What follows belongs to an exercise in optimizing a design on an open flow for small area, a short achievable clock period and few clock cycles per item; a production flow would make more cautious choices.
In this exercise RTL edits were held to simulation tests only and were not proved equivalent to the original.

Setup of JK:
## zmt_tile_decoder
module zmt_tile_decoder (
    input  wire        clk,
    input  wire        rst,
    input  wire        pal_we,
    input  wire [3:0]  pal_idx,
    input  wire [31:0] pal_data,
    input  wire        in_valid,
    output reg         in_ready,
    input  wire [7:0]  in_byte,
    input  wire [1:0]  in_mode,
    output reg         out_valid,
    input  wire        out_ready,
    output reg  [31:0] out_pixel,
    output reg         out_last
);
    localparam LAT = 465;             
    reg [31:0] pal [0:15];
    always @(posedge clk) begin
        if (pal_we)
            pal[pal_idx] <= pal_data;
    end
    reg [1:0]  icnt;
    reg [9:0]  ie0, ie1;
    wire       in_fire = in_valid && in_ready;
    wire       ipop;                  
    wire       ihave = (icnt != 2'd0);
    always @(posedge clk) begin
        if ((icnt == 2'd0) || (icnt == 2'd1 && ipop) || (icnt == 2'd2 && ipop))
            ie0 <= (icnt == 2'd2) ? ie1 : {in_mode, in_byte};
        if (icnt == 2'd1 && !ipop)
            ie1 <= {in_mode, in_byte};
    end
    wire [1:0] icnt_nx = icnt + {1'b0, in_fire} - {1'b0, ipop};
    always @(posedge clk) begin
        if (rst) begin
            icnt     <= 2'd0;
            in_ready <= 1'b0;
        end else begin
            icnt     <= icnt_nx;
            in_ready <= (icnt_nx != 2'd2);
        end
    end
    localparam SL_UND = 2'd0, SL_REAL = 2'd1, SL_BUB = 2'd2;
    reg [8:0] pos;                    
    reg [1:0] sl;                     
    reg [1:0] cur_mode;
    reg       prev_real;              
    reg [1:0] prev_mode;
    reg       br_v, br_ph, br_last;
    reg [7:0] br_byte;
    reg [1:0] br_mode;
    wire      pipe_en;
    reg  step;
  ...
Size in the first run: about 8100 cells after synthesis, roughly 4600 flip-flops, ~86 I/O pins, ~170000 µm² of cells after synthesis.
Settings: LEC_CHECK=0, CAP_MARGIN=20, CORE_MARGIN=2, CORE_UTILIZATION=65, CTS_CLUSTER_DIAMETER=100, CTS_CLUSTER_SIZE=25, PLACE_DENSITY=0.72, SLEW_MARGIN=20, SYNTH_MEMORY_MAX_BITS=8192; clock period 20.0 ns.
standard.sh (not shown) runs the stock make flow with config.mk's settings and CLKGATE_MAP_FILE= SYNTH_SCRIPT=/design/flow/synth_recipe.tcl, a recipe that flattens the netlist after the stock synthesis.
==> flow/flow/run.sh <==
#!/bin/bash
# The standard layout, with two changes to how it is made:
#  - timing repair is asked to leave a setup margin, so that the period the
#    layout achieves is optimised, not only the 20 ns constraint;
#  - the port buffers that the standard flow inserts are buf_4 cells.
set -euo pipefail
export SETUP_SLACK_MARGIN=14.5
export BUFFER_PORTS_ARGS="-inputs -outputs -buffer_cell sky130_fd_sc_hd__buf_4"
bash standard.sh > standard.log 2>&1
JK has completed all stages; timing, DRC and antenna checks passed.
Testbench counts of JK, summed over its fixed seeds: cycles 69,312, tiles 64.
Edits applied to the flow inputs when going from JK to MS:
--- a/flow/design.v
+++ b/flow/design.v
@@ -109,53 +109,48 @@
     always @(posedge clk) begin
         if (step) begin
             br_byte <= n8;
             br_mode <= elem_mode;
             br_last <= elem_last;
         end
     end
-    function [23:0] mixh;             
+    function [15:0] mixu;             
         input [7:0] p;
         input [7:0] q;
         input [7:0] a;
         integer     i;
-        reg  [11:0] lo, hi;
-        begin
-            lo = 12'd128;
-            hi = 12'd0;
-            for (i = 0; i < 4; i = i + 1)
-                lo = lo + ((a[i] ? {4'd0, q} : {4'd0, p}) << i);
-            for (i = 4; i < 8; i = i + 1)
-                hi = hi + ((a[i] ? {4'd0, q} : {4'd0, p}) << (i - 4));
-            mixh = {hi, lo};
+        reg  [15:0] u;
+        begin
+            u = 16'd128;
+            for (i = 0; i < 8; i = i + 1)
+                u = u + ((a[i] ? {8'd0, q} : {8'd0, p}) << i);
+            mixu = u;
         end
     endfunction
     function [7:0] mixr;              
-        input [23:0] h;
-        reg   [15:0] u;
+        input [15:0] u;
         reg   [16:0] v;
         begin
-            u    = {4'd0, h[11:0]} + {h[23:12], 4'd0};
             v    = {1'b0, u} + {9'd0, u[15:8]};
             mixr = v[15:8];
         end
     endfunction
-    function [95:0] blendh;
+    function [63:0] blendu;
         input [31:0] d;
         input [31:0] s;
         input [7:0]  a;
         begin
-            blendh = {mixh(d[31:24], s[31:24], a), mixh(d[23:16], s[23:16], a),
-                      mixh(d[15:8],  s[15:8],  a), mixh(d[7:0],   s[7:0],   a)};
+            blendu = {mixu(d[31:24], s[31:24], a), mixu(d[23:16], s[23:16], a),
+                      mixu(d[15:8],  s[15:8],  a), mixu(d[7:0],   s[7:0],   a)};
         end
     endfunction
     function [31:0] blendr;
-        input [95:0] h;
-        begin
-            blendr = {mixr(h[95:72]), mixr(h[71:48]), mixr(h[47:24]), mixr(h[23:0])};
+        input [63:0] u;
+        begin
+            blendr = {mixr(u[63:48]), mixr(u[47:32]), mixr(u[31:16]), mixr(u[15:0])};
         end
     endfunction
     wire [31:0] p0 = pal[0];
     reg        s1_v, s1_last;
     reg [1:0]  s1_mode;
     reg [31:0] s1_src;
     reg [7:0]  s1_a;
@@ -171,54 +166,54 @@
             s1_mode <= br_mode;
             s1_src  <= col;
             s1_a    <= (br_mode == 2'd0) ? 8'hff : col[7:0];
         end
     end
     reg        s2_v, s2_last;
     reg [1:0]  s2_mode;
-    reg [95:0] s2_h;
+    reg [63:0] s2_u;
     always @(posedge clk) begin
         if (rst)
             s2_v <= 1'b0;
         else if (pipe_en)
             s2_v <= s1_v;
         if (pipe_en) begin
             s2_last <= s1_last;
             s2_mode <= s1_mode;
-            s2_h    <= blendh(p0, s1_src, s1_a);
+            s2_u    <= blendu(p0, s1_src, s1_a);
         end
     end
     reg        s3_v, s3_last;
     reg [31:0] s3_res;
     reg [7:0]  s3_a;
-    wire [31:0] once = blendr(s2_h);
+    wire [31:0] once = blendr(s2_u);
     always @(posedge clk) begin
         if (rst)
             s3_v <= 1'b0;
         else if (pipe_en)
             s3_v <= s2_v;
         if (pipe_en) begin
             s3_last <= s2_last;
             s3_res  <= once;
             s3_a    <= (s2_mode == 2'd3) ? once[7:0] : 8'hff;
         end
     end
     reg        s4_v, s4_last;
-    reg [95:0] s4_h;
+    reg [63:0] s4_u;
     always @(posedge clk) begin
         if (rst)
             s4_v <= 1'b0;
         else if (pipe_en)
             s4_v <= s3_v;
         if (pipe_en) begin
             s4_last <= s3_last;
-            s4_h    <= blendh(p0, s3_res, s3_a);
-        end
-    end
-    wire [31:0] s5_pix = blendr(s4_h);
+            s4_u    <= blendu(p0, s3_res, s3_a);
+        end
+    end
+    wire [31:0] s5_pix = blendr(s4_u);
     wire        push   = pipe_en && s4_v;
     reg        full;
     reg [31:0] sp_pix;
     reg        sp_last;
     wire       pop = out_valid && out_ready;
     assign pipe_en = !full;
     assign full_nx = (pop || !out_valid) ? 1'b0 : (push ? 1'b1 : full);
Findings:
MS: all stages done; final checks FAILED (antenna violations).
Between MS and JK, the depth of the most critical reg-to-reg path is lower for JK.
MS leaves more setup margin than JK.
MS: area of all placed cells without fillers is about 2% lower than what JK reported.
The hold slack number comes out lower for JK vs MS.
Testbench counts of MS, summed over its fixed seeds: cycles 69,312, tiles 64.

## port drivers added, routing unchanged
The results above use ideal ports. As a check the final layouts listed here were re-extracted and re-timed, cells and wires unchanged. Step 1: set_driving_cell puts a clkbuf_16 on clk and a buf_2 on each other input, an assumption about the parent block. Step 2 moves the port delays by t, midway between the first and last clock arrival at a register: inputs arrive t later, outputs are due t later. That takes back most of the time a late clock gives input paths. a / b / c = ideal ports / drivers / drivers and shift; a / b = the first two.
| run | t, ns | slack for setup (ns) | worst setup path at the end | latest minus earliest clock arrival (ns) | cell pins on the clock port's net |
|---|---|---|---|---|---|
| JK | 0.995 | 14.509 / 14.416 / 14.133 | input to register | 0.104 / 0.104 | 1 |
| MS | 0.950 | 14.528 / 14.434 / 14.151 | input to register | 0.060 / 0.060 | 1 |
For MS, which loses most, drivers alone change the setup slack by -0.094 ns; drivers and shift together by -0.377 ns.
